Background: an optimization exercise with open tools, aiming at small area, a short achievable clock period and few clock cycles per item. Do not read the settings as production practice.
Function was checked by simulation only, so behaviour that the tests miss may differ from the original.
Power and IR drop assume default switching activity.

`design/flow/design.v`:
```
module gf128_mul_serial (
    input  wire         clk,
    input  wire         rst,
    input  wire         start,
    input  wire [127:0] x,
    input  wire [127:0] y,
    output reg          done,
    output wire [127:0] p
);
  reg         run;
  reg [6:0]   cnt;
  reg [127:0] xr;
  reg [127:0] yr;
  reg [127:0] z;
  wire [127:0] z_shift = {z[126:0], 1'b0} ^ (z[127] ? 128'h87 : 128'h0);
  assign p = z;
  always @(posedge clk) begin
    if (rst) begin
      run  <= 1'b0;
      done <= 1'b0;
    end else begin
      done <= 1'b0;
      if (start) begin
        run <= 1'b1;
        cnt <= 7'd0;
        xr  <= x;
        yr  <= y;
        z   <= 128'h0;
      end else if (run) begin
        z   <= z_shift ^ (yr[127] ? xr : 128'h0);
        yr  <= {yr[126:0], 1'b0};
        cnt <= cnt + 7'd1;
        if (cnt == 7'd127) begin
          run  <= 1'b0;
          done <= 1'b1;
        end
      end
    end
  end
endmodule
module gf128_field (
    input  wire         clk,
    input  wire         rst,         
    input  wire         req_valid,
    output wire         req_ready,
    input  wire [1:0]   req_op,
    input  wire [127:0] req_a,
    input  wire [127:0] req_b,
    output reg          rsp_valid,
    output reg  [127:0] rsp_data
);
  localparam OP_MUL = 2'd0;
  localparam OP_POW = 2'd1;
  localparam OP_INV = 2'd2;
  localparam S_IDLE   = 3'd0;
  localparam S_CHECK  = 3'd1;   
  localparam S_WAIT_R = 3'd2;   
  localparam S_WAIT_S = 3'd3;   
  localparam S_WAIT_F = 3'd4;   
  reg [2:0]   step;
  reg [1:0]   op;
  reg [6:0]   iter;
  reg [63:0]  e;
  reg [127:0] r;
  reg [127:0] s;
  reg         mul_start;
  reg [127:0] mul_x;
  reg [127:0] mul_y;
  wire        mul_done;
  wire [127:0] mul_p;
  gf128_mul_serial u_mul (
    .clk(clk), .rst(rst), .start(mul_start), .x(mul_x), .y(mul_y),
    .done(mul_done), .p(mul_p)
  );
  assign req_ready = (step == S_IDLE);
  always @(posedge clk) begin
    if (rst) begin
      step      <= S_IDLE;
      mul_start <= 1'b0;
      rsp_valid <= 1'b0;
    end else begin
      mul_start <= 1'b0;
      rsp_valid <= 1'b0;
      case (step)
        S_IDLE: begin
          if (req_valid) begin
            op   <= req_op;
            iter <= 7'd0;
            e    <= req_b[63:0];
            s    <= req_a;
            if (req_op == OP_POW) begin
              r    <= 128'h1;
              step <= S_CHECK;
            end else if (req_op == OP_INV) begin
              r    <= req_a;
              step <= S_CHECK;
            end else begin
              mul_x     <= req_a;
              mul_y     <= req_b;
              mul_start <= 1'b1;
              step      <= S_WAIT_F;
            end
          end
        end
        S_CHECK: begin
          if (op == OP_POW) begin
            if (iter == 7'd64) begin
              rsp_valid <= 1'b1;
              rsp_data  <= r;
              step      <= S_IDLE;
            end else if (e[0]) begin
              mul_x     <= r;
              mul_y     <= s;
              mul_start <= 1'b1;
              step      <= S_WAIT_R;
            end else begin
              mul_x     <= s;
              mul_y     <= s;
              mul_start <= 1'b1;
              step      <= S_WAIT_S;
            end
          end else begin
            if (iter == 7'd126) begin
              mul_x     <= r;
              mul_y     <= r;
              mul_start <= 1'b1;
              step      <= S_WAIT_F;
            end else begin
              mul_x     <= s;
              mul_y     <= s;
              mul_start <= 1'b1;
              step      <= S_WAIT_S;
            end
          end
        end
        S_WAIT_R: begin
          if (mul_done) begin
            r <= mul_p;
            if (op == OP_POW) begin
              mul_x     <= s;
              mul_y     <= s;
              mul_start <= 1'b1;
              step      <= S_WAIT_S;
            end else begin
              iter <= iter + 7'd1;
              step <= S_CHECK;
            end
          end
        end
        S_WAIT_S: begin
          if (mul_done) begin
            s <= mul_p;
            if (op == OP_POW) begin
              e    <= {1'b0, e[63:1]};
              iter <= iter + 7'd1;
              step <= S_CHECK;
            end else begin
              mul_x     <= r;
              mul_y     <= mul_p;
              mul_start <= 1'b1;
              step      <= S_WAIT_R;
            end
          end
        end
        S_WAIT_F: begin
          if (mul_done) begin
            rsp_valid <= 1'b1;
            rsp_data  <= mul_p;
            step      <= S_IDLE;
          end
        end
        default: step <= S_IDLE;
      endcase
    end
  end
endmodule
```
`design/flow/run.sh`:
```
#!/bin/bash
# synth_recipe.tcl (not shown) runs the flow's synth.tcl, then flattens the netlist and writes it again
# the make line also repeats each setting of config.mk as NAME=value (left out here)
make -C /OpenROAD-flow-scripts/flow DESIGN_CONFIG=/design/flow/config.mk WORK_HOME=/design/flow/orfs CLKGATE_MAP_FILE= SYNTH_SCRIPT=/design/flow/synth_recipe.tcl finish
```
`design/flow/config.mk`:
```
export PLATFORM = sky130hd
export DESIGN_NAME = gf128_field
export DESIGN_NICKNAME = gf128_field
export VERILOG_FILES = /design/flow/design.v
export SDC_FILE = /design/flow/constraint.sdc
export NUM_CORES = 4
export LEC_CHECK = 0
export CAP_MARGIN = 20
export CORE_MARGIN = 2
export CORE_UTILIZATION = 40
export SLEW_MARGIN = 20
```
`design/flow/constraint.sdc`:
```
create_clock -name core_clock -period 6.0 [get_ports {clk}]
set_input_delay 1.2000 -clock core_clock [delete_from_list [all_inputs] [get_ports {clk}]]
set_output_delay 1.2000 -clock core_clock [all_outputs]
set_load 0.01 [all_outputs]
```
==> run summary <==
power groups by stage:
stage / sequential [mW] / combinational (mW) / clock, mW
5_1_grt: 10.1 / 3.82 / 7.80
4_1_cts: 10.0 / 3.56 / 7.53
2_1_floorplan: 10.1 / 2.19 / 0
6_report: 10.0 / 3.58 / 7.41
3_5_place_dp: 10.2 / 3.54 / 0
3_3_place_gp: 10.2 / 3.48 / 0
sequential cells by signal, indices dropped and copies added (netlist names):
register	count
mul_x	128
s	128
rsp_valid	1
mul_start	1
u_mul.cnt	7
iter	7
e	64
u_mul.xr	128
u_mul.done	1
u_mul.yr	128
op	2
u_mul.run	1
step	3
rsp_data	128
r	128
u_mul.z	128
mul_y	128
worst register-to-register path, stage by stage, from the launching register on:
cell	delay, ns
dfxtp_4	0.97
nor2b_1	0.25
nand2_4	0.42
inv_8	0.40
ha_1	0.38
a21oi_2	0.12
o31ai_2	0.10
a211oi_4	0.43
buf_12	0.54
placed cells by master (no fill, tap or decap), types with 20 or more instances in the layout:
cell type and count:
clkbuf_16 124, o31ai_1 60, inv_1 65, clkinv_2 20, nand2_1 851, buf_12 28
clkbuf_1 27, nand2b_1 196, nor2_1 468, nand3_1 512, clkdlybuf4s50_1 390, edfxtp_1 1104
a221oi_1 127, o21ai_0 133, a32oi_1 60, a31oi_1 193, xor2_1 129, mux2_2 255
a2bb2oi_1 126, buf_4 48, clkinv_1 30
cells in the mapped netlist, drive strengths merged (3+ instances only):
cell type / number
mux2i: 4
nand2: 852
clkbuf: 211
ha: 7
nor3: 10
o31ai: 62
xnor2: 11
a31oi: 193
mux2: 255
edfxtp: 1104
dfxtp: 7
xor2: 129
buf: 190
nand2b: 197
nor2b: 5
a2bb2oi: 126
a221oi: 127
a21oi: 10
nand3: 512
a211oi: 3
and2: 4
o21ai: 134
or3: 3
a32oi: 60
inv: 68
nor2: 472
routing by layer:
metal / part of all wire / GRT usage / routed length [microns] / up-vias
met5: 0.00049 / 0 / 87 / -
met3: 0.10 / 0.0558 / 18600 / 348
met1: 0.41 / 0.350 / 73100 / 19799
met2: 0.45 / 0.389 / 80500 / 2447
li1: - / - / - / 17862
met4: 0.032 / 0.0907 / 5700 / 14
kinds of logic after synthesis:
logic type | count (synthesis)
muxes | 259
AOI/OAI and AO/OA | 726
DFF | 1111
adders and majority gates | 7
and+or+nand+nor | 2066
buffers and inverters | 469
xor gates and xnor gates | 140
layout make-up:
type	count	area [sq um]
inverter	68	280
clock inverter	74	656
antenna	1	2.50
fill	12048	70300
clock buffer	151	3200
sequential	1111	33300
multi-input combinational	3198	18700
tap	1768	2210
timing repair buffer	468	4880
final timing paths:
check                 end  depth (start not counted)
min          u_mul.xr[61]                          0
max             req_ready                          3
min reg2reg  u_mul.xr[61]                          0
max reg2reg    mul_x[116]                          8
stage by stage:
stage               power (mW)  utilization  TNS [ns]  instance area (sq um)  hold slack, ns
CTS                       21.1        0.473         0                  63200           0.409
global placement          13.6        0.444         0                  59300           0.400
global route              21.7        0.474         0                  63200           0.410
finish                    21.0        0.474         0                  63200           0.417
detailed placement        13.7        0.445         0                  59300           0.405
floorplan                 12.2            -   -795.48                  53900           0.400
==> run summary <==
Post-DRT Antenna Nets 0; simple logic cell fraction of the synthesized area 0.167; worst reg2reg startpoint step[2]; io pins between 300 and 400; Synth area leader edfxtp_1; Crit-path slowest cell nor3_1; Mapped Avg Cell Area about 11 sq um; Int Pwr between 15 and 20 mW; Starting Density 0.403; Final #Nets between 5000 and 6000; RSZ-0062 raised after global routing no; Fin. Hold Viols 0; Routed wire per std cell 26.0 microns; Sw Share 0.282; area share of fa/ha/maj cells after synthesis 0.00163; top_reg_cell synth edfxtp_1; Synth Instances around 4800; post-synthesis compound-gate area fraction 0.0980; leakage power roughly 21 nW; Die Ht between 300 and 400 microns; Worst-path clk slew 0.07 ns; post-CTS setup buffers 0; CP Capture Type output port; drt drc 0; DP HPWL 97.3 mm; DR iter-0 viols approximately 5600; clk buf depth 3; Combinational Power Share 0.170; Yosys top cell area share 0.617; post-cts gate resize count 0; Die X 371 microns; vias between 40000 and 50000; Post-Syn Area 0.0537 sq mm; clk latency of the worst-skew pair 0.76 ns; worst slack, placed between 1.5 and 2 ns; Worst Path Buf+Inv 2; final cell count without fillers between 6000 and 7000; clock share of power 0.352; WP data required between 4 and 5 ns; clock tree root driver cell clkbuf_16; EDFF count, synth between 1000 and 1500; DR pass1 iterations 7; post-layout min period 4.20 ns; max-slew violations 0; total of max-cap violations 0; critical path type reg -> out; Reg power frac 0.477; die area between 0.1 and 0.15 sq mm; Post-synth ARST share 0; crit-path max cell delay between 0.7 and 0.8 ns; hold path start mul_x[61]; Overall Global Routing Usage 0.252; Worst slew margin 0.178; Clock H-tree levels 3; largest family of logic cells by synthesized area simple AND/OR/NAND/NOR gates; PnR worst setup slack between 1.5 and 2 ns; TritonCTS Buffers 119; vias in the first global route just under 40000; CP cell instances nor3_1 -> buf_4 -> clkdlybuf4s50_1; synth top area cells edfxtp_1 (62%), nand2_1 (5.9%), mux2_2 (5.3%), nand3_1 (4.8%), nor2_1 (3.3%); reg2reg setup slack 1.91 ns; Peak supply drop about 0.27 mV; share of layout cells above drive strength 1 0.106; Fmax approximately 240 MHz; DRT Wirelength 178 mm; clk_skew about 0.046 ns; total gr overflow 0; DR vias/cell about 5.9; Hold Path Class reg -> reg; CTS tree yes; cell family with most CP delay buffers and inverters; startpoint class of the critical path register; P_sw roughly 6 mW; post-synthesis sequential area ratio 0.619; Core Box Area roughly 0.13 sq mm; clk sinks between 1000 and 1500; dpl cells ~6600; Tcrit/Tclk final 0.701; crit path launch step[0]; Yosys cell types slightly above 50; hold buffer count at CTS 0; Port Buffer Count around 400; # setup viols final 0; post-synthesis xor/xnor area fraction 0.0228; PD cells about 330 mW/mm^2; Worst Max-Slew Pin Slew 1.23 ns; largest net degree at the start of global routing ~180; status timing/DRC/antenna clean; Crit Path Max Fanout 52; Final Wtd Congestion 0.797; Post-Syn Nets between 5000 and 6000; first-pass GRT wire length between 200 and 300 mm; #FFs+latches synth about 1100; Syn. warnings 2; initial antenna violation count 12; P&R area growth vs syn 17.6%; CP arrival 3.00 ns; post-synthesis mux area share 0.0542; placement row count between 100 and 150
Testbench counts, summed over its fixed seeds: cycles 1,381,361, items 360.

## what the ideal ports hide
How much do the figures lean on ideal ports? The routed layout below was timed once more, with nothing changed but the port constraints. Step 1 (the two cells are an assumption about what drives the block):
set clk [get_ports {clk}]
set_driving_cell -lib_cell sky130_fd_sc_hd__clkbuf_16 $clk
set_driving_cell -lib_cell sky130_fd_sc_hd__buf_2 [delete_from_list [all_inputs] $clk]
Step 2 also shifts input and output timing later by t, the mid clock arrival at the registers, as if the neighbouring blocks saw the same clock. Slacks: no drivers / after step 1 / after step 2; pairs: no drivers / after step 1.
shift t [ns]: 0.814
setup slack, ns: 1.796 / 1.720 / 1.721
hold WS [ns]: 0.417 / 0.417 / 0.417
After both steps this run still meets setup and hold. The setup slack of this run moves by -0.076 ns with the drivers and by -0.075 ns with both steps.
